Source: an optimization exercise on an open RTL-to-GDS flow (aim: small area). Production flows keep margins and buffers that such runs may drop. Where RTL was checked, it was by simulation tests only, not by an equivalence proof against the original. No activity file was given, so power comes from the tool's default toggle rates.

## red
==> module l2c_rx8, before the edit <==
module l2c_rx8 (
    input  wire       clk,
    input  wire       rst,
    input  wire       rx_valid,
    input  wire [2:0] rx_ch,
    input  wire       rx_level,
    output wire       rep_byte_valid,
    output wire [7:0] rep_byte,
    output wire       rep_end_valid,
    output wire       rep_end_ok,
    output wire [2:0] rep_ch
);
    localparam integer NCH = 8;
    reg  [NCH-1:0] q_sel;       
    reg            q_level;
    always @(posedge clk) begin
        if (rst)
            q_sel <= {NCH{1'b0}};
        else
            q_sel <= {{(NCH-1){1'b0}}, rx_valid} << rx_ch;
        q_level <= rx_level;
    end
    wire q_valid = |q_sel;
    reg        s_lvl  [0:NCH-1];
    reg [2:0]  s_ones [0:NCH-1];
    reg [7:0]  s_sh   [0:NCH-1];
    reg [10:0] s_bc   [0:NCH-1];
    reg [15:0] s_crc  [0:NCH-1];
    reg         r_lvl;
    reg  [2:0]  r_ones;
    reg  [7:0]  r_sh;
    reg  [10:0] r_bc;
    reg  [15:0] r_crc;
    reg  [2:0]  r_ch;
    integer k;
    always @(*) begin
        r_lvl  = 1'b0;
        r_ones = 3'd0;
        r_sh   = 8'h00;
        r_bc   = 11'd0;
        r_crc  = 16'h0000;
        r_ch   = 3'd0;
        for (k = 0; k < NCH; k = k + 1) begin
            r_lvl  = r_lvl  | (s_lvl[k]  & q_sel[k]);
            r_ones = r_ones | (s_ones[k] & {3{q_sel[k]}});
            r_sh   = r_sh   | (s_sh[k]   & {8{q_sel[k]}});
            r_bc   = r_bc   | (s_bc[k]   & {11{q_sel[k]}});
            r_crc  = r_crc  | (s_crc[k]  & {16{q_sel[k]}});
            r_ch   = r_ch   | (k[2:0]    & {3{q_sel[k]}});
        end
    end
    wire        d      = (q_level == r_lvl);            
    wire        in_a   = |r_sh;                         
    wire        in_b   = !in_a && |r_bc[6:0];           
    wire        sync   = in_a || |r_bc[6:0];
    wire        ones5  = (r_ones == 3'd5);
    wire        ones6  = (r_ones == 3'd6);
    wire        abort  = d && r_ones[2] && r_ones[1];   
    wire        flag   = !d && ones6;
    wire        app    = sync && !abort && !flag && !ones5;
    wire        bytec  = app && r_sh[0];                
    wire        last   = &r_bc;                         
    wire        have   = |r_bc;                         
    wire        enough = !in_a || |r_bc[10:2] || (r_bc[1] && r_bc[0]);
    wire        aligned = in_a ? (r_sh[1] && !r_sh[0]) : r_bc[0];
    wire        x6     = in_a ? r_sh[2] : r_bc[1];      
    wire        over   = app && !in_a && r_bc[0];       
    wire        fcs_ok = (r_crc == (x6 ? 16'hD92F : 16'h9F0B));
    wire [2:0]  n_ones = !d ? 3'd0 : (r_ones == 3'd7) ? 3'd7 : r_ones + 3'd1;
    wire [7:0]  n_sh   = (abort || over)     ? 8'h00 :
                         flag                ? 8'h80 :
                         bytec               ? (last ? 8'h00 : 8'h80) :
                         (app && in_a)       ? {d, r_sh[7:1]} : r_sh;
    wire        bc_wr  = flag || abort || over || bytec || (app && in_b);
    wire [10:0] n_bc   = (flag || abort || over) ? 11'd0 :
                         bytec               ? (last ? 11'h040 : r_bc + 11'd1) :
                                               {4'h0, d, r_bc[6:1]};
    wire        crc_wr = flag || app;
    wire [15:0] n_crc  = flag ? 16'hFFFF :
                         ((r_crc >> 1) ^ ((r_crc[0] ^ d) ? 16'h8408 : 16'h0000));
    assign rep_byte       = {d, r_sh[7:1]};
    assign rep_byte_valid = q_valid && bytec;
    assign rep_end_valid  = q_valid && (((abort || flag) && sync && have) || over);
    assign rep_end_ok     = flag && aligned && enough && fcs_ok;
    assign rep_ch         = r_ch;
    wire        w_lvl  = rst ? 1'b0 : q_level;
    wire [2:0]  w_ones = rst ? 3'd0 : n_ones;
    wire [7:0]  w_sh   = rst ? 8'h00 : n_sh;
    wire [10:0] w_bc   = rst ? 11'd0 : n_bc;
    integer c;
    always @(posedge clk) begin
        for (c = 0; c < NCH; c = c + 1) begin
            if (rst || q_sel[c]) begin
                s_lvl[c]  <= w_lvl;
                s_ones[c] <= w_ones;
                s_sh[c]   <= w_sh;
            end
            if (rst || (q_sel[c] && bc_wr))
                s_bc[c]   <= w_bc;
            if (q_sel[c] && crc_wr)
                s_crc[c]  <= n_crc;
        end
    end
endmodule
Settings: LEC_CHECK=0, CAP_MARGIN=20, CORE_MARGIN=2, CORE_UTILIZATION=40, SLEW_MARGIN=20; clock period 6.0 ns.
standard.sh (not shown) runs the stock make flow with config.mk's settings and CLKGATE_MAP_FILE= SYNTH_SCRIPT=/design/flow/synth_recipe.tcl, a recipe that flattens the netlist after the stock synthesis.
==> flow/flow/run.sh <==
#!/bin/bash
# Layout flow: the standard flow (standard.sh) with these changes:
#  - synthesis maps the logic with ABC's area mapper (flow/synth.tcl,
#    flow/abc_area.script); registers are mapped exactly as in the standard
#    synthesis;
#  - port buffers use the smallest buffer cell;
#  - CTS uses clkbuf_8 cells in small clusters and adds no dummy loads.
# Each step's full output is in orfs/logs/; make's output is in flow.log.
set -euo pipefail
here=$(pwd)
export MY_ABC_SCRIPT=$here/flow/abc_area.script
export BUFFER_PORTS_ARGS="-buffer_cell sky130_fd_sc_hd__buf_1"
export CTS_ARGS="-sink_clustering_enable -repair_clock_nets -dont_use_dummy_load -buf_list sky130_fd_sc_hd__clkbuf_8 -sink_clustering_size 14 -sink_clustering_max_diameter 50"
sed "s#SYNTH_SCRIPT=[^ ]*#SYNTH_SCRIPT=$here/flow/synth.tcl#" standard.sh > own_standard.sh
grep -q "SYNTH_SCRIPT=$here/flow/synth.tcl" own_standard.sh
bash own_standard.sh finish > flow.log 2>&1
==> flow/flow/abc_area.script <==
strash
dc2
dch -f
amap
==> flow/flow/synth.tcl <==
# synth_recipe.tcl with one change: ABC maps the logic with an area-oriented
# script (flow/abc_area.script) instead of ORFS's. Registers are mapped by
# the same steps as the standard synthesis, so they keep their names and cells.
proc synth {args} { yosys synth -nofsm -noshare {*}$args }
proc abc {args} {
  set i [lsearch $args -script]
  if {$i >= 0} { lset args [expr {$i + 1}] $::env(MY_ABC_SCRIPT) }
  yosys abc {*}$args
}
source $::env(SCRIPTS_DIR)/synth.tcl
# left out here: clear keep_hierarchy, flatten, clean up, hide names made inside functions, write 1_2_yosys.v
Modified inputs, blue compared to red
--- a/flow/design.v
+++ b/flow/design.v
@@ -71,13 +71,12 @@
                          flag                ? 8'h80 :
                          bytec               ? (last ? 8'h00 : 8'h80) :
                          (app && in_a)       ? {d, r_sh[7:1]} : r_sh;
-    wire        bc_wr  = flag || abort || over || bytec || (app && in_b);
     wire [10:0] n_bc   = (flag || abort || over) ? 11'd0 :
                          bytec               ? (last ? 11'h040 : r_bc + 11'd1) :
-                                               {4'h0, d, r_bc[6:1]};
-    wire        crc_wr = flag || app;
+                         (app && in_b)       ? {4'h0, d, r_bc[6:1]} : r_bc;
     wire [15:0] n_crc  = flag ? 16'hFFFF :
-                         ((r_crc >> 1) ^ ((r_crc[0] ^ d) ? 16'h8408 : 16'h0000));
+                         app  ? ((r_crc >> 1) ^ ((r_crc[0] ^ d) ? 16'h8408 : 16'h0000)) :
+                                r_crc;
     assign rep_byte       = {d, r_sh[7:1]};
     assign rep_byte_valid = q_valid && bytec;
     assign rep_end_valid  = q_valid && (((abort || flag) && sync && have) || over);
@@ -94,11 +93,9 @@
                 s_lvl[c]  <= w_lvl;
                 s_ones[c] <= w_ones;
                 s_sh[c]   <= w_sh;
+                s_bc[c]   <= w_bc;
+                s_crc[c]  <= n_crc;
             end
-            if (rst || (q_sel[c] && bc_wr))
-                s_bc[c]   <= w_bc;
-            if (q_sel[c] && crc_wr)
-                s_crc[c]  <= n_crc;
         end
     end
 endmodule
Results
- | cell area | red vs blue | ≈ equal |
- Going from red to blue, proportion of synthesized chip area in sequential cells shrinks by 0.54 points.
- blue against red: count of vias placed by the detailed router now larger, multi-input combinational cell area now larger, buffering stage count on the worst path with inverters included now smaller.
- blue does worse than red on die area.
- In the tables for blue and red, starting density of the core reads lower with red.
No run of this note included a check of the RTL's function; only the layout flow was run.

---

The RTL this note starts from:
==> flow/design.v <==
module l2c_rx8 (
    input  wire       clk,
    input  wire       rst,
    input  wire       rx_valid,
    input  wire [2:0] rx_ch,
    input  wire       rx_level,
    output wire       rep_byte_valid,
    output wire [7:0] rep_byte,
    output wire       rep_end_valid,
    output wire       rep_end_ok,
    output wire [2:0] rep_ch
);
    localparam integer NCH = 8;
    reg            q_valid;
    reg  [2:0]     q_ch;
    reg            q_level;
    always @(posedge clk) begin
        q_valid <= rx_valid && !rst;
        q_ch    <= rx_ch;
        q_level <= rx_level;
    end
    wire [NCH-1:0] q_sel = {{(NCH-1){1'b0}}, q_valid} << q_ch;
    reg        s_lvl  [0:NCH-1];
    reg [2:0]  s_ones [0:NCH-1];
    reg [7:0]  s_sh   [0:NCH-1];
    reg [10:0] s_bc   [0:NCH-1];
    reg [15:0] s_crc  [0:NCH-1];
    reg         r_lvl;
    reg  [2:0]  r_ones;
    reg  [7:0]  r_sh;
    reg  [10:0] r_bc;
    reg  [15:0] r_crc;
    integer k;
    always @(*) begin
        r_lvl  = 1'b0;
        r_ones = 3'd0;
        r_sh   = 8'h00;
        r_bc   = 11'd0;
        r_crc  = 16'h0000;
        for (k = 0; k < NCH; k = k + 1) begin
            r_lvl  = r_lvl  | (s_lvl[k]  & q_sel[k]);
            r_ones = r_ones | (s_ones[k] & {3{q_sel[k]}});
            r_sh   = r_sh   | (s_sh[k]   & {8{q_sel[k]}});
            r_bc   = r_bc   | (s_bc[k]   & {11{q_sel[k]}});
            r_crc  = r_crc  | (s_crc[k]  & {16{q_sel[k]}});
        end
    end
    wire        d      = (q_level == r_lvl);            
    wire        in_a   = |r_sh;                         
    wire        in_b   = !in_a && |r_bc[6:0];           
    wire        sync   = in_a || |r_bc[6:0];
    wire        ones5  = (r_ones == 3'd5);
    wire        ones6  = (r_ones == 3'd6);
    wire        abort  = d && r_ones[2] && r_ones[1];   
    wire        flag   = !d && ones6;
    wire        app    = sync && !abort && !flag && !ones5;
    wire        bytec  = app && r_sh[0];                
    wire        last   = r_bc[10] && !(|r_bc[9:0]);    
    wire        have   = |r_bc;                         
    wire        enough = !in_a || |r_bc[10:2];
    wire        aligned = in_a ? (r_sh[1] && !r_sh[0]) : r_bc[0];
    wire        x6     = in_a ? r_sh[2] : r_bc[1];      
    wire        over   = app && !in_a && r_bc[0];       
    wire        fcs_ok = (r_crc == (x6 ? 16'hD92F : 16'h9F0B));
    wire [2:0]  n_ones = !d ? 3'd0 : (r_ones == 3'd7) ? 3'd7 : r_ones + 3'd1;
    wire [7:0]  n_sh   = (abort || over)     ? 8'h00 :
                         flag                ? 8'h80 :
                         bytec               ? (last ? 8'h00 : 8'h80) :
                         (app && in_a)       ? {d, r_sh[7:1]} : r_sh;
    wire        bc_wr  = flag || abort || over || bytec || (app && in_b);
    wire [10:0] n_bc   = (flag || abort || over) ? 11'd0 :
                         bytec               ? (last ? 11'h040 : {r_bc[9:0], (r_bc[10] ^ r_bc[8]) || !have}) :
                                               {4'h0, d, r_bc[6:1]};
    wire        crc_wr = flag || app;
    wire [15:0] n_crc  = flag ? 16'hFFFF :
                         ((r_crc >> 1) ^ ((r_crc[0] ^ d) ? 16'h8408 : 16'h0000));
    assign rep_byte       = {d, r_sh[7:1]};
    assign rep_byte_valid = q_valid && bytec;
    assign rep_end_valid  = q_valid && (((abort || flag) && sync && have) || over);
    assign rep_end_ok     = flag && aligned && enough && fcs_ok;
    assign rep_ch         = q_ch;
    wire        w_lvl  = rst ? 1'b0 : q_level;
    wire [2:0]  w_ones = rst ? 3'd0 : n_ones;
    wire [7:0]  w_sh   = rst ? 8'h00 : n_sh;
    wire [10:0] w_bc   = rst ? 11'd0 : n_bc;
    integer c;
    always @(posedge clk) begin
        for (c = 0; c < NCH; c = c + 1) begin
            if (rst || q_sel[c]) begin
                s_lvl[c]  <= w_lvl;
                s_ones[c] <= w_ones;
                s_sh[c]   <= w_sh;
            end
            if (rst || (q_sel[c] && bc_wr))
                s_bc[c]   <= w_bc;
            if (q_sel[c] && crc_wr)
                s_crc[c]  <= n_crc;
        end
    end
endmodule
export LEC_CHECK = 0
export CAP_MARGIN = 0
export CORE_MARGIN = 2
export CORE_UTILIZATION = 40
export GPL_TIMING_DRIVEN = 0
export SLEW_MARGIN = 0
create_clock -name core_clock -period 6.0 [get_ports {clk}]
==> flow/flow/run.sh <==
#!/bin/bash
# Layout flow: the standard flow (standard.sh) with these changes:
#  - synthesis maps the logic with ABC's area mapper (flow/synth.tcl,
#    flow/abc_area.script); registers are mapped exactly as in the standard
#    synthesis;
#  - port buffers use the smallest buffer cell;
#  - CTS uses clkbuf_4 cells in small clusters and adds no dummy loads.
# Each step's full output is in orfs/logs/; make's output is in flow.log.
set -euo pipefail
here=$(pwd)
export MY_ABC_SCRIPT=$here/flow/abc_area.script
export BUFFER_PORTS_ARGS="-buffer_cell sky130_fd_sc_hd__buf_1"
export CTS_ARGS="-sink_clustering_enable -repair_clock_nets -dont_use_dummy_load -buf_list sky130_fd_sc_hd__clkbuf_4 -sink_clustering_size 10 -sink_clustering_max_diameter 40"
sed "s#SYNTH_SCRIPT=[^ ]*#SYNTH_SCRIPT=$here/flow/synth.tcl#" standard.sh > own_standard.sh
grep -q "SYNTH_SCRIPT=$here/flow/synth.tcl" own_standard.sh
bash own_standard.sh finish > flow.log 2>&1
==> flow/flow/abc_area.script <==
strash
dc2
dc2
dch -f
amap -A 8 -F 2
Scripts as last shown in full above: flow/flow/synth.tcl
The first run produced a clean layout.
Then changed:
--- a/flow/design.v
+++ b/flow/design.v
@@ -11,15 +11,16 @@
     output wire [2:0] rep_ch
 );
     localparam integer NCH = 8;
-    reg            q_valid;
-    reg  [2:0]     q_ch;
+    reg  [NCH-1:0] q_sel;       
     reg            q_level;
     always @(posedge clk) begin
-        q_valid <= rx_valid && !rst;
-        q_ch    <= rx_ch;
+        if (rst)
+            q_sel <= {NCH{1'b0}};
+        else
+            q_sel <= {{(NCH-1){1'b0}}, rx_valid} << rx_ch;
         q_level <= rx_level;
     end
-    wire [NCH-1:0] q_sel = {{(NCH-1){1'b0}}, q_valid} << q_ch;
+    wire q_valid = |q_sel;
     reg        s_lvl  [0:NCH-1];
     reg [2:0]  s_ones [0:NCH-1];
     reg [7:0]  s_sh   [0:NCH-1];
@@ -30,6 +31,7 @@
     reg  [7:0]  r_sh;
     reg  [10:0] r_bc;
     reg  [15:0] r_crc;
+    reg  [2:0]  r_ch;
     integer k;
     always @(*) begin
         r_lvl  = 1'b0;
@@ -37,12 +39,14 @@
         r_sh   = 8'h00;
         r_bc   = 11'd0;
         r_crc  = 16'h0000;
+        r_ch   = 3'd0;
         for (k = 0; k < NCH; k = k + 1) begin
             r_lvl  = r_lvl  | (s_lvl[k]  & q_sel[k]);
             r_ones = r_ones | (s_ones[k] & {3{q_sel[k]}});
             r_sh   = r_sh   | (s_sh[k]   & {8{q_sel[k]}});
             r_bc   = r_bc   | (s_bc[k]   & {11{q_sel[k]}});
             r_crc  = r_crc  | (s_crc[k]  & {16{q_sel[k]}});
+            r_ch   = r_ch   | (k[2:0]    & {3{q_sel[k]}});
         end
     end
     wire        d      = (q_level == r_lvl);            
@@ -78,7 +82,7 @@
     assign rep_byte_valid = q_valid && bytec;
     assign rep_end_valid  = q_valid && (((abort || flag) && sync && have) || over);
     assign rep_end_ok     = flag && aligned && enough && fcs_ok;
-    assign rep_ch         = q_ch;
+    assign rep_ch         = r_ch;
     wire        w_lvl  = rst ? 1'b0 : q_level;
     wire [2:0]  w_ones = rst ? 3'd0 : n_ones;
     wire [7:0]  w_sh   = rst ? 8'h00 : n_sh;
Result: Sequential power rose slightly; final cell count fell slightly; design area fell slightly; routed wire length fell slightly; core utilization fell by 0.50 points; register-to-register slack gets better by 150 ps; global-route usage fell by 0.40 points.

---

Setup of maple:
RTL: the design.v shown in full above, as it stands there.
==> flow/config.mk <==
export PLATFORM = sky130hd
export DESIGN_NAME = l2c_rx8
export DESIGN_NICKNAME = l2c_rx8
export VERILOG_FILES = /design/flow/design.v
export SDC_FILE = /design/flow/constraint.sdc
export NUM_CORES = 4
export LEC_CHECK = 0
export CAP_MARGIN = 0
export CORE_MARGIN = 2
export CORE_UTILIZATION = 40
export SLEW_MARGIN = 0
==> flow/constraint.sdc <==
create_clock -name core_clock -period 6.0 [get_ports {clk}]
set_input_delay 1.2000 -clock core_clock [delete_from_list [all_inputs] [get_ports {clk}]]
set_output_delay 1.2000 -clock core_clock [all_outputs]
set_load 0.01 [all_outputs]
Scripts as last shown in full above: flow/flow/run.sh, flow/flow/abc_area.script, flow/flow/synth.tcl
Edits applied to the flow inputs when going from maple to zinc:
==> flow/design.v <==
module l2c_rx8 (
    input  wire       clk,
    input  wire       rst,
    input  wire       rx_valid,
    input  wire [2:0] rx_ch,
    input  wire       rx_level,
    output wire       rep_byte_valid,
    output wire [7:0] rep_byte,
    output wire       rep_end_valid,
    output wire       rep_end_ok,
    output wire [2:0] rep_ch
);
    localparam integer NCH = 8;
    reg  [NCH-1:0] q_sel;       
    reg            q_level;
    always @(posedge clk) begin
        if (rst)
            q_sel <= {NCH{1'b0}};
        else
            q_sel <= {{(NCH-1){1'b0}}, rx_valid} << rx_ch;
        q_level <= rx_level;
    end
    wire q_valid = |q_sel;
    reg        s_lvl  [0:NCH-1];
    reg [2:0]  s_ones [0:NCH-1];
    reg [7:0]  s_sh   [0:NCH-1];
    reg [10:0] s_bc   [0:NCH-1];
    reg [15:0] s_crc  [0:NCH-1];
    reg         r_lvl;
    reg  [2:0]  r_ones;
    reg  [7:0]  r_sh;
    reg  [10:0] r_bc;
    reg  [15:0] r_crc;
    reg  [2:0]  r_ch;
    integer k;
    always @(*) begin
        r_lvl  = 1'b0;
        r_ones = 3'd0;
        r_sh   = 8'h00;
        r_bc   = 11'd0;
        r_crc  = 16'h0000;
        r_ch   = 3'd0;
        for (k = 0; k < NCH; k = k + 1) begin
            r_lvl  = r_lvl  | (s_lvl[k]  & q_sel[k]);
            r_ones = r_ones | (s_ones[k] & {3{q_sel[k]}});
            r_sh   = r_sh   | (s_sh[k]   & {8{q_sel[k]}});
            r_bc   = r_bc   | (s_bc[k]   & {11{q_sel[k]}});
            r_crc  = r_crc  | (s_crc[k]  & {16{q_sel[k]}});
            r_ch   = r_ch   | (k[2:0]    & {3{q_sel[k]}});
        end
    end
    wire        d      = (q_level == r_lvl);            
    wire        in_a   = |r_sh;                         
    wire        in_b   = !in_a && |r_bc[6:0];           
    wire        sync   = in_a || |r_bc[6:0];
    wire        ones5  = (r_ones == 3'd5);
    wire        ones6  = (r_ones == 3'd6);
    wire        abort  = d && r_ones[2] && r_ones[1];   
    wire        flag   = !d && ones6;
    wire        app    = sync && !abort && !flag && !ones5;
    wire        bytec  = app && r_sh[0];                
    wire        have   = |r_bc;                         
    wire        enough = !in_a || |r_bc[10:2];
    wire        aligned = in_a ? (r_sh[1] && !r_sh[0]) : r_bc[6];
    wire        x6     = in_a ? r_sh[2] : r_bc[5];      
    wire        over   = app && !in_a && r_bc[6];       
    wire        last   = r_bc[10] && !(|r_bc[9:0]);    
    wire        fcs_ok = (r_crc == (x6 ? 16'hD92F : 16'h9F0B));
    wire [2:0]  n_ones = !d ? 3'd0 : (r_ones == 3'd7) ? 3'd7 : r_ones + 3'd1;
    wire [7:0]  n_sh   = (abort || over)     ? 8'h00 :
                         flag                ? 8'h80 :
                         bytec               ? (last ? 8'h00 : 8'h80) :
                         (app && in_a)       ? {d, r_sh[7:1]} : r_sh;
    wire        bc_wr  = flag || abort || over || bytec || (app && in_b);
    wire [10:0] n_bc   = (flag || abort || over) ? 11'd0 :
                         {r_bc[9:0], bytec ? ((r_bc[10] ^ r_bc[8]) || !have) : d};
    wire        crc_wr = flag || app;
    wire [15:0] n_crc  = flag ? 16'hFFFF :
                         ((r_crc >> 1) ^ ((r_crc[0] ^ d) ? 16'h8408 : 16'h0000));
    assign rep_byte       = {d, r_sh[7:1]};
    assign rep_byte_valid = q_valid && bytec;
    assign rep_end_valid  = q_valid && (((abort || flag) && sync && have) || over);
    assign rep_end_ok     = flag && aligned && enough && fcs_ok;
    assign rep_ch         = r_ch;
    wire        w_lvl  = rst ? 1'b0 : q_level;
    wire [2:0]  w_ones = rst ? 3'd0 : n_ones;
    wire [7:0]  w_sh   = rst ? 8'h00 : n_sh;
    wire [10:0] w_bc   = rst ? 11'd0 : n_bc;
    integer c;
    always @(posedge clk) begin
        for (c = 0; c < NCH; c = c + 1) begin
            if (rst || q_sel[c]) begin
                s_lvl[c]  <= w_lvl;
                s_ones[c] <= w_ones;
                s_sh[c]   <= w_sh;
            end
            if (rst || (q_sel[c] && bc_wr))
                s_bc[c]   <= w_bc;
            if (q_sel[c] && crc_wr)
                s_crc[c]  <= n_crc;
        end
    end
endmodule
==> comparison <==
- When zinc is set beside maple, its number of antenna violations at the first check in global routing turns out to be 1 smaller.
- [compare] base=maple new=zinc: wire length of the first global-routing pass saw a decrease; worst-case hold slack level; synthesis-to-finish area growth moved down.
- zinc reports a higher mean instance size in the synthesized netlist than maple does.
- Ratio of total power to cell area on zinc is up relative to maple.
- For the routability-driven placement congestion ratio, zinc came in about 20% higher than maple did.
- From maple to zinc the numbers moved as follows: cell area moved down; share of the clock period used by the worst path moved up; final-layout non-clock buffer area share moved down; half-perimeter wire length after detailed placement moved up.
- [compare] base=maple new=zinc: number of signal-net buffers in the layout shows a reduction of 18, height of the die stayed essentially flat.

static timing again, ports no longer ideal:
No port has a modelled driver above. Below, the same layouts with a new extraction and two added sets of constraints. Step 1, drivers: a clkbuf_16 drives clk and a buf_2 each remaining input, both assumed. Step 2 also shifts input and output timing later by t, the mid clock arrival at the registers, as if the neighbouring blocks saw the same clock. Slacks: no drivers / after step 1 / after step 2; pairs: no drivers / after step 1.
| run | t (ns) | slack for setup (ns) | clock arrival spread, ns | slew at the worst register clock pin (ns) | worst data-port slew with drivers (ns) |
|---|---|---|---|---|---|
| red | 0.552 | 0.679 / 0.633 / 0.911 | 0.059 / 0.058 | 0.09 / 0.09 | 0.04 |
| blue | 0.597 | 0.842 / 0.802 / 0.901 | 0.061 / 0.061 | 0.09 / 0.09 | 0.04 |
| the first run of note 2 | 0.652 | 0.373 / 0.330 / 0.541 | 0.079 / 0.078 | 0.10 / 0.10 | 0.03 |
| the second run of note 2 | 0.664 | 0.341 / 0.305 / 0.686 | 0.071 / 0.071 | 0.11 / 0.11 | 0.03 |
| maple | 0.679 | 0.356 / 0.317 / 0.912 | 0.064 / 0.064 | 0.11 / 0.11 | 0.03 |
| zinc | 0.671 | 0.342 / 0.304 / 0.673 | 0.078 / 0.079 | 0.11 / 0.11 | 0.07 |
After both steps every run listed still meets setup and hold.
